This design comes from an exercise in tuning for small area, a short achievable clock period and few clock cycles per item on the open sky130 flow, not from production work.
RTL that was checked went through simulation tests only; none was proved equivalent to the original.

==> inputs of 01-22 <==
## pfb_unit
module pfb_unit (
    input  wire         clk,
    input  wire         rst,
    input  wire         in_valid,
    output wire         in_ready,
    input  wire [1:0]   in_op,
    input  wire [2:0]   in_q,
    input  wire [7:0]   in_start,
    input  wire [7:0]   in_end,
    input  wire [5:0]   in_len,
    input  wire [63:0]  in_value,
    input  wire [255:0] in_buf,
    output wire         out_valid,
    output wire [255:0] out_buf,
    output wire [63:0]  out_value,
    output wire [31:0]  out_crc,
    output wire [3:0]   out_status
);
Settings: LEC_CHECK=0, ABC_CLOCK_PERIOD_IN_PS=3000, CAP_MARGIN=20, CORE_MARGIN=2, CORE_UTILIZATION=50, SETUP_SLACK_MARGIN=5, SLEW_MARGIN=20; clock period 10.0 ns.
run.sh (not shown) runs the stock make flow with config.mk's settings and CLKGATE_MAP_FILE= SYNTH_SCRIPT=/design/flow/synth_recipe.tcl, a recipe that flattens the netlist after the stock synthesis.
==> inputs of 02-09, as changes to 01-22 <==
--- a/flow/design.v
+++ b/flow/design.v
@@ -17,63 +17,55 @@
     output wire [3:0]   out_status
 );
     localparam OP_PACK   = 2'd0;
     localparam OP_UNPACK = 2'd1;
     localparam OP_CRC    = 2'd2;
-    wire       i_mr  = in_q[0];
+    wire       i_lsw = in_q[2];
     wire       i_le  = in_q[1];
-    wire       i_lsw = in_q[2];
     wire       i_pu  = (in_op == OP_PACK) || (in_op == OP_UNPACK);
-    wire       i_inv  = in_start < in_end;
-    wire [7:0] i_d    = in_start - in_end;            
+    wire [8:0] i_w9  = {1'b0, in_start} - {1'b0, in_end} + 9'd1;
+    wire       i_inv = in_start < in_end;
+    wire       i_wide = i_w9 > 9'd64;
     wire       i_blen = (i_le | i_lsw) && (in_len[1:0] != 2'b00);
     wire       i_bnd  = ({1'b0, in_start} >= {in_len, 3'b000}) || (in_len > 6'd32);
-    reg  [3:0] i_stl;
-    always @(*) begin
-        i_stl = 4'h0;
+    reg [3:0]  i_st;
+    always @(*) begin
+        i_st = 4'h0;
         if (i_pu) begin
-            if (i_blen)      i_stl = 4'h8;
-            else if (i_bnd)  i_stl = 4'h9;
+            if (i_inv)       i_st = 4'h1;
+            else if (i_wide) i_st = 4'h2;
+            else if (i_blen) i_st = 4'h8;
+            else if (i_bnd)  i_st = 4'h9;
         end else if (in_op == OP_CRC) begin
-            if (in_len[1:0] != 2'b00) i_stl = 4'h8;
-            else if (in_len > 6'd32)  i_stl = 4'h9;
-        end
-    end
-    wire [4:0] i_off = i_lsw ? 5'd0 : (5'd0 - in_len[4:0]);
-    wire [4:0] i_ueh = in_end[7:3]   + i_off;
-    wire [4:0] i_ush = in_start[7:3] + i_off;
-    wire [1:0] i_c   = i_ueh[4:3];
+            if (in_len[1:0] != 2'b00) i_st = 4'h8;
+            else if (in_len > 6'd32)  i_st = 4'h9;
+        end
+    end
+    wire       i_fitchk = (in_op == OP_PACK) && !i_inv && !i_wide && (i_w9 != 9'd64);
+    wire [5:0] i_off = i_lsw ? 6'd0 : (6'd32 - in_len);
+    wire [7:0] i_ue  = in_end   + {i_off[4:0], 3'b000};
+    wire [7:0] i_us  = in_start + {i_off[4:0], 3'b000};
+    wire [1:0] i_c   = i_ue[7:6];
+    wire [1:0] i_c2  = i_us[7:6];
     wire [1:0] i_pca = i_c ^ {~i_lsw, ~i_lsw};
     wire [1:0] i_pcb = (i_c + 2'd1) ^ {~i_lsw, ~i_lsw};
-    wire [2:0] i_mh = {~i_lsw, ~i_le, ~i_le};
-    wire [2:0] i_ml = {i_mr, i_mr, i_mr};
-    reg  [7:0] i_gtb, i_eqb, i_geb;
-    integer j;
-    always @(*) begin
-        for (j = 0; j < 8; j = j + 1) begin
-            i_gtb[j] = (j[2:0] ^ i_mh) >  i_ueh[2:0];
-            i_eqb[j] = (j[2:0] ^ i_mh) == i_ueh[2:0];
-            i_geb[j] = (j[2:0] ^ i_ml) >= in_end[2:0];
-        end
-    end
     wire       i_crc_ok = (in_op == OP_CRC) && (in_len[1:0] == 2'b00) && (in_len <= 6'd32)
                           && (in_len != 6'd0);
     wire [1:0] i_extra  = i_crc_ok ? in_len[4:3] - {1'b0, ~in_len[2]} : 2'd0;
     reg         s1_v;
     reg [1:0]   s1_op;
     reg [2:0]   s1_q;
     reg [63:0]  s1_value;
     reg [255:0] s1_buf;
-    reg         s1_inv;
-    reg [7:0]   s1_d;
-    reg [3:0]   s1_stl;
-    reg [5:0]   s1_rot;
+    reg [3:0]   s1_st;
+    reg         s1_fitchk;
+    reg [6:0]   s1_w;
+    reg [5:0]   s1_r;
     reg [5:0]   s1_hi;
     reg [1:0]   s1_pca;
     reg [1:0]   s1_pcb;
     reg         s1_cross;
-    reg [7:0]   s1_gtb, s1_eqb, s1_geb;
     reg         s1_crc;
     reg         s1_odd;
     reg [1:0]   s1_cnt;
     reg [1:0]   s1_step;
     reg         rdy;
@@ -82,30 +74,27 @@
         if (rdy) begin
             s1_op     <= in_op;
             s1_q      <= in_q;
             s1_value  <= in_value;
             s1_buf    <= in_buf;
-            s1_inv    <= i_pu & i_inv;
-            s1_d      <= i_d;
-            s1_stl    <= i_stl;
-            s1_rot    <= {i_ueh[2] ^ ~i_lsw, i_ueh[1:0], in_end[2:0]};
-            s1_hi     <= {i_ush[2:0], in_start[2:0]};
+            s1_st     <= i_st;
+            s1_fitchk <= i_fitchk;
+            s1_w      <= i_w9[6:0];
+            s1_r      <= i_ue[5:0];
+            s1_hi     <= i_us[5:0];
             s1_pca    <= i_pca;
             s1_pcb    <= i_pcb;
-            s1_cross  <= i_ush[4:3] != i_c;
-            s1_gtb    <= i_gtb;
-            s1_eqb    <= i_eqb;
-            s1_geb    <= i_geb;
+            s1_cross  <= i_c2 != i_c;
             s1_crc    <= i_crc_ok;
             s1_odd    <= in_len[2];
         end
     end
     always @(posedge clk) begin
         if (rst) begin
-            s1_v    <= 1'b0;
-            rdy     <= 1'b1;
-            s1_cnt  <= 2'd0;
+            s1_v   <= 1'b0;
+            rdy    <= 1'b1;
+            s1_cnt <= 2'd0;
             s1_step <= 2'd0;
         end else if (accept) begin
             s1_v    <= 1'b1;
             s1_cnt  <= i_extra;
             s1_step <= 2'd0;
@@ -122,53 +111,53 @@
     wire mr   = s1_q[0];
     wire le_n = ~s1_q[1];
     wire ls_n = ~s1_q[2];
     function [63:0] perm;
         input [63:0] x;
-        input        a_mr, a_le_n;
-        reg   [63:0] t1;
+        input        a_mr, a_le_n, a_ls_n;
+        reg   [63:0] t1, t2;
         integer u;
         begin
-            for (u = 0; u < 64; u = u + 1) t1[u] = a_mr ? x[u ^ 7] : x[u];
-            for (u = 0; u < 64; u = u + 1) perm[u] = a_le_n ? t1[u ^ 24] : t1[u];
+            for (u = 0; u < 64; u = u + 1) t1[u] = a_mr   ? x[u ^ 7]   : x[u];
+            for (u = 0; u < 64; u = u + 1) t2[u] = a_le_n ? t1[u ^ 24] : t1[u];
+            for (u = 0; u < 64; u = u + 1) perm[u] = a_ls_n ? t2[u ^ 32] : t2[u];
         end
     endfunction
     wire [2:0] m_hi = {ls_n, le_n, le_n};
     wire [2:0] m_lo = {mr, mr, mr};
-    reg  [7:0]  ltb, eqh, leb;
+    reg  [7:0] gtb, eqb, geb, ltb, eqh, leb;
     reg  [63:0] ge, le;
-    reg  [1:0]  usel [0:63];
-    reg  [63:0] wp;
-    integer p;
+    integer j, p;
     always @(*) begin
         for (j = 0; j < 8; j = j + 1) begin
+            gtb[j] = (j[2:0] ^ m_hi) >  s1_r[5:3];
+            eqb[j] = (j[2:0] ^ m_hi) == s1_r[5:3];
+            geb[j] = (j[2:0] ^ m_lo) >= s1_r[2:0];
             ltb[j] = (j[2:0] ^ m_hi) <  s1_hi[5:3];
             eqh[j] = (j[2:0] ^ m_hi) == s1_hi[5:3];
             leb[j] = (j[2:0] ^ m_lo) <= s1_hi[2:0];
         end
         for (p = 0; p < 64; p = p + 1) begin
-            ge[p] = s1_gtb[p / 8] | (s1_eqb[p / 8] & s1_geb[p % 8]);
+            ge[p] = gtb[p / 8] | (eqb[p / 8] & geb[p % 8]);
             le[p] = ltb[p / 8] | (eqh[p / 8] & leb[p % 8]);
-            usel[p] = ge[p] ? s1_pca : s1_pcb;
-            wp[p] = s1_buf[usel[p] * 64 + p];
-        end
-    end
-    wire [63:0] wt    = perm(wp, mr, le_n);
-    wire [127:0] wt2  = {wt, wt} >> s1_rot;
+        end
+    end
+    wire [63:0] xa = s1_buf[s1_pca * 64 +: 64];
+    wire [63:0] xb = s1_buf[s1_pcb * 64 +: 64];
+    wire [63:0] wp    = (ge & xa) | (~ge & xb);
+    wire [63:0] wt    = perm(wp, mr, le_n, ls_n);
+    wire [127:0] wt2  = {wt, wt} >> s1_r;
     reg  [63:0] wmask;
     integer i;
-    always @(*) for (i = 0; i < 64; i = i + 1) wmask[i] = (i <= s1_d[5:0]);
+    always @(*) for (i = 0; i < 64; i = i + 1) wmask[i] = (i < s1_w);
     wire [63:0] unpacked = wt2[63:0] & wmask;
-    wire [127:0] rl2  = {s1_value, s1_value} << s1_rot;
-    wire [63:0] rv    = perm(rl2[127:64], mr, le_n);
+    wire [127:0] rl2  = {s1_value, s1_value} << s1_r;
+    wire [63:0] rv    = perm(rl2[127:64], mr, le_n, ls_n);
     wire [63:0] mska  = ge & ({64{s1_cross}} | le);
     wire [63:0] mskb  = {64{s1_cross}} & le;
-    wire        wide   = s1_d[7:6] != 2'b00;
-    wire        misfit = (s1_op == OP_PACK) && !wide && (s1_d[5:0] != 6'd63) &&
-                         ((s1_value & ~wmask) != 64'd0);
-    wire        pu     = (s1_op == OP_PACK) || (s1_op == OP_UNPACK);
-    wire [3:0]  st     = s1_inv ? 4'h1 : ((pu && wide) || misfit) ? 4'h2 : s1_stl;
+    wire        misfit = s1_fitchk && ((s1_value & ~wmask) != 64'd0);
+    wire [3:0]  st     = misfit ? 4'h2 : s1_st;
     wire        ok     = (st == 4'h0);
     wire        okpack = ok && (s1_op == OP_PACK);
     wire        okunp  = ok && (s1_op == OP_UNPACK);
     reg [255:0] nbuf;
     integer k;
- CORE_UTILIZATION: 50 -> 40
==> metrics.sh <==
WORST_PATH_MAX_DELAY_CELL='sky130_fd_sc_hd__a222oi_1'
STATUS='no timing/DRC/antenna violations'
CTSRESIZECOUNT=318
CORE_UM2=142000
CP_NUM_BUF_INV=5
PEAKVDDDROP_uV=168
FRACTION_OF_STANDARD_CELL_AREA_THAT_IS_SEQUENTIAL=0.244
the above is filed under 02-09

==> metrics.sh <==
STATUS='no timing/DRC/antenna violations'
PEAKVDDDROP_uV=167
CRITICAL_PATH_PEAK_FANOUT=12
FRACTION_OF_STANDARD_CELL_AREA_THAT_IS_SEQUENTIAL=0.261
WORST_PATH_MAX_DELAY_CELL='sky130_fd_sc_hd__edfxtp_1'
LAYOUT.CELLS.NON_FILLER=8070
FINCLKSKEW_PS=51.1
WL_MET2_UM=132000
CTSRESIZECOUNT=40
LAYOUT_COMMONEST_CELL='sky130_fd_sc_hd__clkdlybuf4s50_1'
SYNTHESIZED_NETLIST_NET_COUNT=6329
the above is filed under 01-22

Testbench counts of 01-22, summed over its fixed seeds: cycles 3,681, items 3,200.
For 02-09, only the layout was checked, not whether the RTL still works.

afterwards: timing with drivers on the ports:
Ports are ideal in the flow. The routed layouts listed here were re-timed in OpenROAD. Step 1, drivers: a clkbuf_16 drives clk and a buf_2 each remaining input, both assumed. Step 2 adds t to the input delays and takes it off the output delays; t is the mean of the earliest and latest rising clock arrival at the registers after step 1. Input paths then give back, and output paths get back, about the clock's delay inside the block. Slacks: no drivers / after step 1 / after step 2; pairs: no drivers / after step 1.
| run | t (ns) | setup WS [ns] | worst setup path at the end |
|---|---|---|---|
| 01-22 | 0.809 | 4.768 / 4.768 / 4.596 | input to register |
| 02-09 | 0.802 | 4.855 / 4.855 / 4.583 | input to register |
After both steps every run listed still meets setup and hold. For 02-09, which loses most, drivers alone change the setup slack by 0.000 ns; drivers and shift together by -0.272 ns.
